Context: an optimization exercise on an open-source flow, tuned for small area, a short achievable clock period and few clock cycles. The choices shown serve that exercise and are no tape-out recipe.
At most, simulation tests tie the RTL to the original design; equivalence was not proved.
Power is estimated from default activity; no workload was simulated.

build 73:
// awx_draw
module awx_draw (
    input  wire        clk,
    input  wire        rst,
    input  wire        cmd_valid,
    output wire        cmd_ready,
    input  wire [63:0] cmd_desc,
    input  wire [1:0]  cfg_orient,
    input  wire [2:0]  flag_clr,
    output wire        tx_valid,
    input  wire        tx_ready,
    output wire        tx_cmd,
    output wire [15:0] tx_data,
    input  wire        tx_idle,
    output reg  [13:0] win_remain,
    output reg  [2:0]  flags         
);
    localparam [3:0] OP_NOP    = 4'h0,
                     OP_SETWIN = 4'h1,
                     OP_PIXEL  = 4'h2,
                     OP_POINT  = 4'h3,
                     OP_FILL   = 4'h4,
                     OP_LINE   = 4'h5,
                     OP_RECT   = 4'h6,
                     OP_CIRCLE = 4'h7;
    localparam [1:0] T_IDLE = 2'd0, T_DEC = 2'd1, T_RUN = 2'd2;
    localparam [3:0] G_IDLE = 4'd0,
                     G_LOUT = 4'd1,    
                     G_LI1  = 4'd2,    
                     G_LI2  = 4'd3,    
                     G_LI3  = 4'd4,    
                     G_LI4  = 4'd5,    
                     G_LCHK = 4'd6,    
                     G_LS1  = 4'd7,    
                     G_LS2  = 4'd8,    
  ...
Size: roughly 1,500 cells after synthesis, about 110 I/O pins.
clock: 12.0 ns
lec_check: 0
cap_margin: 20
core_margin: 2
core_utilization: 40
place_density: 0.6
slew_margin: 20
standard.sh (not shown) runs the stock make flow with config.mk's settings and CLKGATE_MAP_FILE= SYNTH_SCRIPT=/design/flow/synth_recipe.tcl, a recipe that flattens the netlist after the stock synthesis.
==> flow/flow/run.sh <==
#!/bin/bash
set -euo pipefail
bash standard.sh finish SETUP_SLACK_MARGIN=8 \
    "BUFFER_PORTS_ARGS=-buffer_cell sky130_fd_sc_hd__buf_4" > make_flow.log 2>&1
Build 73: done, clean on timing, DRC and antenna
### build 73 -> build 78
==> flow/flow/run.sh <==
#!/bin/bash
set -euo pipefail
bash standard.sh finish SETUP_SLACK_MARGIN=8 CTS_CLUSTER_SIZE=40 CTS_CLUSTER_DIAMETER=150 \
    "BUFFER_PORTS_ARGS=-buffer_cell sky130_fd_sc_hd__buf_1" > make_flow.log 2>&1
==> comparison <==
Area used by sequential logic in the layout of build 78 is on par with build 73.
Changes observed in build 78 relative to build 73: total power of the final layout fell by about 3%; largest net degree at the start of global routing higher; worst IR drop on VDD did not really move; first-iteration DRC count climbed about 7%; aggregate routed wire length now sits higher.
> inputs changed (build 78 -> build 82)
==> flow/flow/run.sh <==
#!/bin/bash
set -euo pipefail
bash standard.sh finish SETUP_SLACK_MARGIN=8 \
    "BUFFER_PORTS_ARGS=-buffer_cell sky130_fd_sc_hd__buf_1" > make_flow.log 2>&1
[summary]
Per the comparison of build 82 with build 78, x dimension of the die comparable, post-route cell area did not really move, share of flip-flops with an asynchronous set or reset level, residual DRC count flat, largest stage delay on the critical path has remained practically unchanged.
Build 78 -> build 82: sequential share of layout area delta 0, exact match
No run of this note included a check of the RTL's function; only the layout flow was run.

========
run a:
Another version of the RTL of awx_draw (not shown whole).
Size in the first run: roughly 1,400 cells after synthesis, roughly 160 flip-flops, about 110 I/O pins, about 13,000 um^2 of cells after synthesis.
## awx_draw
module awx_draw (
    input  wire        clk,
    input  wire        rst,
    input  wire        cmd_valid,
    output wire        cmd_ready,
    input  wire [63:0] cmd_desc,
    input  wire [1:0]  cfg_orient,
    input  wire [2:0]  flag_clr,
    output wire        tx_valid,
    input  wire        tx_ready,
    output wire        tx_cmd,
    output wire [15:0] tx_data,
    input  wire        tx_idle,
    output reg  [13:0] win_remain,
    output reg  [2:0]  flags         
);
    localparam [3:0] OP_NOP    = 4'h0,
                     OP_SETWIN = 4'h1,
                     OP_PIXEL  = 4'h2,
                     OP_POINT  = 4'h3,
                     OP_FILL   = 4'h4,
                     OP_LINE   = 4'h5,
                     OP_RECT   = 4'h6,
                     OP_CIRCLE = 4'h7;
    localparam [1:0] T_IDLE = 2'd0, T_DEC = 2'd1, T_RUN = 2'd2;
    localparam [3:0] G_IDLE = 4'd0,
                     G_LOUT = 4'd1,    
                     G_LI1  = 4'd2,    
                     G_LI2  = 4'd3,    
                     G_LI3  = 4'd4,    
                     G_LI4  = 4'd5,    
                     G_LCHK = 4'd6,    
                     G_LS1  = 4'd7,    
                     G_LS2  = 4'd8,    
                     G_LS3  = 4'd9,    
                     G_CIRC = 4'd10,
                     G_WCHK = 4'd11;   
    reg [1:0] tstate;
    reg       rdy;
    assign cmd_ready = rdy;
    reg [3:0]  op;
    reg        zok;                  
    reg [8:0]  fx1, fy1, fx2, fy2;   
    reg [15:0] color;
    reg        o;                    
    always @(posedge clk) begin
        if (rdy) begin
            op    <= cmd_desc[63:60];
            zok   <= (cmd_desc[59:56] == 4'd0) && (cmd_desc[19:16] == 4'd0);
            fx1   <= cmd_desc[55:47];
            fy1   <= cmd_desc[46:38];
            fx2   <= cmd_desc[37:29];
            fy2   <= cmd_desc[28:20];
            color <= cmd_desc[15:0];
            o     <= cfg_orient[1];
        end
    end
    wire zx1 = (fx1 == 9'd0);
    wire zy1 = (fy1 == 9'd0);
    wire zx2 = (fx2 == 9'd0);
    wire zy2 = (fy2 == 9'd0);
    wire zc  = (color == 16'd0);
  ...
Settings: LEC_CHECK=0, CAP_MARGIN=20, CORE_MARGIN=2, CORE_UTILIZATION=40, PLACE_DENSITY=0.6, SLEW_MARGIN=20; clock period 12.0 ns.
==> flow/flow/run.sh <==
#!/bin/bash
set -euo pipefail
bash standard.sh finish SETUP_SLACK_MARGIN=8 CORE_UTILIZATION=33 \
    "BUFFER_PORTS_ARGS=-buffer_cell sky130_fd_sc_hd__buf_4" > make_flow.log 2>&1
Testbench counts of run a, summed over its fixed seeds: cycles 348,170.
> inputs changed (run a -> run b)
==> flow/flow/run.sh <==
#!/bin/bash
set -euo pipefail
bash standard.sh finish SETUP_SLACK_MARGIN=8.1 \
    "BUFFER_PORTS_ARGS=-buffer_cell sky130_fd_sc_hd__buf_4" > make_flow.log 2>&1
==> notes.md <==
- In run b, the combinational group share of total power came out 0.3 points above the value in run a.
- Between run b and run a, it is run b whose instance count after placement with tap cells included is lower, by 120.
- Run b ended with every stage complete and zero timing, DRC or antenna violations.
- Relative to run a, the power dissipated in the clock network of run b is lower by about 9%.
- Relative to run a, run b degrades peak supply drop.
- Amount of wire on met2 after detailed routing (run b over run a): decrease, about 4%

========
== exp/sierra ==
Another version of the RTL of awx_draw (not shown whole).
For scale: about 1,600 cells after synthesis, ~180 flip-flops, about 110 I/O pins, about 14,000 um^2 of cells after synthesis.
clock: 12.0 ns
lec_check: 0
cap_margin: 20
core_margin: 2
core_utilization: 40
place_density: 0.6
slew_margin: 20
==> flow/flow/run.sh <==
#!/bin/bash
set -euo pipefail
bash standard.sh finish SETUP_SLACK_MARGIN=8.25 \
    "BUFFER_PORTS_ARGS=-buffer_cell sky130_fd_sc_hd__buf_4" > make_flow.log 2>&1
exp/sierra reached the end of the flow, and the finished layout is clean on the timing, design-rule and antenna checks.
Testbench counts of exp/sierra, summed over its fixed seeds: cycles 348,010.
What exp/fjord does differently from exp/sierra at the input level:
==> flow/flow/run.sh <==
#!/bin/bash
set -euo pipefail
bash standard.sh finish SETUP_SLACK_MARGIN=8.5 CORE_UTILIZATION=55 PLACE_DENSITY=0.7 \
    "BUFFER_PORTS_ARGS=-buffer_cell sky130_fd_sc_hd__buf_1" > make_flow.log 2>&1
Notes after the runs:
- Relative to exp/sierra, sum of net half-perimeters after detailed placement has gone down in exp/fjord.
- On exp/fjord: total power is 9.4% higher than what exp/sierra gave.
- Final critical path time including I/O delays and setup improves in exp/fjord relative to exp/sierra.
- Compared with exp/sierra, via-per-instance ratio in exp/fjord increased by a little under 10%.
- Looking only at register-to-register slack, and setting everything else aside, the higher value of exp/fjord and exp/sierra goes to exp/fjord.
- Comparing exp/fjord and exp/sierra, the higher first-pass GRT wire length is on exp/fjord.

========
awx_draw with an RTL version that a note above also has.
Size: ~1400 cells after synthesis, roughly 160 flip-flops, about 110 I/O pins.
## awx_draw
module awx_draw (
    input  wire        clk,
    input  wire        rst,
    input  wire        cmd_valid,
    output wire        cmd_ready,
    input  wire [63:0] cmd_desc,
    input  wire [1:0]  cfg_orient,
    input  wire [2:0]  flag_clr,
    output wire        tx_valid,
    input  wire        tx_ready,
    output wire        tx_cmd,
    output wire [15:0] tx_data,
    input  wire        tx_idle,
    output reg  [13:0] win_remain,
    output reg  [2:0]  flags         
);
==> flow/config.mk <==
export PLATFORM = sky130hd
export DESIGN_NAME = awx_draw
export DESIGN_NICKNAME = awx_draw
export VERILOG_FILES = /design/flow/design.v
export SDC_FILE = /design/flow/constraint.sdc
export NUM_CORES = 4
export LEC_CHECK = 0
export CAP_MARGIN = 20
export CORE_MARGIN = 2
export CORE_UTILIZATION = 40
export PLACE_DENSITY = 0.6
export SLEW_MARGIN = 20
==> flow/constraint.sdc <==
create_clock -name core_clock -period 12.0 [get_ports {clk}]
set_input_delay 2.4000 -clock core_clock [delete_from_list [all_inputs] [get_ports {clk}]]
set_output_delay 2.4000 -clock core_clock [all_outputs]
set_load 0.01 [all_outputs]
==> flow/flow/run.sh <==
#!/bin/bash
set -euo pipefail
bash standard.sh finish SETUP_SLACK_MARGIN=7.5 \
    "BUFFER_PORTS_ARGS=-buffer_cell sky130_fd_sc_hd__buf_4" > make_flow.log 2>&1
Testbench counts at the start, summed over its fixed seeds: cycles 348,170.
Change:
==> flow/flow/run.sh (replaced) <==
#!/bin/bash
set -euo pipefail
bash standard.sh finish SETUP_SLACK_MARGIN=8 \
    "BUFFER_PORTS_ARGS=-buffer_cell sky130_fd_sc_hd__buf_4" > make_flow.log 2>&1
After rerunning: The new run completed with no timing, DRC or antenna violations. Worst setup slack is better by 0.28 ns. Synthesized area does not change. Power drops by 1.4%. Routed wire length climbs by 4.0%. Worst hold slack loses 0.0055 ns.
Change:
==> flow/flow/run.sh (replaced) <==
#!/bin/bash
set -euo pipefail
bash standard.sh finish SETUP_SLACK_MARGIN=8 CORE_UTILIZATION=55 PLACE_DENSITY=0.7 \
    "BUFFER_PORTS_ARGS=-buffer_cell sky130_fd_sc_hd__buf_4" > make_flow.log 2>&1
The changed run finished clean.
Critical path depth grows by 2.
Global-route usage grows by 7.5 points.
Non-clock buffer count grows by 27.
Area after synthesis stays the same.
Maximum frequency is about the same.
First-iteration DRC count grows by 0.36%.
Clock-buffer cell count stays the same.
Final area grows by 1.4%.
Sequential share of layout area shrinks by 0.40 points.
Power grows by 1.9%.

========
Another version of the RTL of awx_draw (not shown whole).
Size in the first run: ~110 I/O pins, ~14,000 um2 of cells after synthesis.
export LEC_CHECK = 0
export CAP_MARGIN = 20
export CORE_MARGIN = 2
export CORE_UTILIZATION = 40
export PLACE_DENSITY = 0.6
export SLEW_MARGIN = 20
create_clock -name core_clock -period 12.0 [get_ports {clk}]
==> flow/flow/run.sh <==
#!/bin/bash
set -euo pipefail
bash standard.sh finish SETUP_SLACK_MARGIN=8 CORE_UTILIZATION=55 PLACE_DENSITY=0.7 \
    "BUFFER_PORTS_ARGS=-buffer_cell sky130_fd_sc_hd__buf_4" > make_flow.log 2>&1
The baseline completed without violations.
==> next run, changes <==
==> flow/flow/run.sh (replaced) <==
#!/bin/bash
set -euo pipefail
bash standard.sh finish SETUP_SLACK_MARGIN=8 \
    "BUFFER_PORTS_ARGS=-buffer_cell sky130_fd_sc_hd__buf_4" > make_flow.log 2>&1
=> The new run completed with no timing, DRC or antenna violations. Register-to-register slack got worse by 70 ps. Final area climbs by 0.72%. Setup slack got worse by 6.6 ps. Clock skew drops by 6.5 ps.
Function was not checked in any run of this note: the RTL went through the layout flow alone.

-- static timing again, ports no longer ideal --
No port has a modelled driver above. Below, the same layouts with a new extraction and two added sets of constraints.
Step 1 (the two cells are an assumption about what drives the block):
set clk [get_ports {clk}]
set_driving_cell -lib_cell sky130_fd_sc_hd__clkbuf_16 $clk
set_driving_cell -lib_cell sky130_fd_sc_hd__buf_2 [delete_from_list [all_inputs] $clk]
Step 2 adds t to the input delays and takes it off the output delays; t is the mean of the earliest and latest rising clock arrival at the registers after step 1. Input paths then give back, and output paths get back, about the clock's delay inside the block.
Slacks: ideal / step 1 / step 2; pairs: ideal / step 1.
run | shift t [ns] | setup WS [ns] | latest minus earliest clock arrival (ns) | worst slew at a driven data input, ns | pins driven straight from the clock port
build 73 | 0.507 | 8.080 / 8.080 / 7.637 | 0.016 / 0.016 | 0.07 | 1
build 78 | 0.506 | 8.015 / 8.015 / 7.567 | 0.017 / 0.017 | 0.06 | 1
build 82 | 0.506 | 8.015 / 8.015 / 7.567 | 0.017 / 0.017 | 0.06 | 1
run a | 0.508 | 8.031 / 8.031 / 7.713 | 0.011 / 0.010 | 0.06 | 1
run b | 0.502 | 8.056 / 8.056 / 7.766 | 0.015 / 0.015 | 0.06 | 1
exp/sierra | 0.514 | 8.296 / 8.242 / 7.863 | 0.016 / 0.016 | 0.04 | 1
exp/fjord | 0.497 | 8.365 / 8.313 / 7.870 | 0.020 / 0.020 | 0.07 | 1
the first run of note 4 | 0.506 | 7.735 / 7.747 / 7.241 | 0.019 / 0.019 | 0.06 | 1
the second run of note 4 | 0.488 | 8.015 / 8.015 / 7.656 | 0.015 / 0.015 | 0.06 | 1
the third run of note 4 | 0.495 | 8.004 / 8.004 / 7.625 | 0.020 / 0.020 | 0.06 | 1
the first run of note 5 | 0.497 | 8.080 / 8.087 / 7.589 | 0.019 / 0.019 | 0.05 | 1
the second run of note 5 | 0.510 | 8.074 / 8.074 / 7.595 | 0.012 / 0.011 | 0.05 | 1
After both steps every run listed still meets setup and hold. For exp/fjord, which loses most, drivers alone change the setup slack by -0.052 ns; drivers and shift together by -0.495 ns.
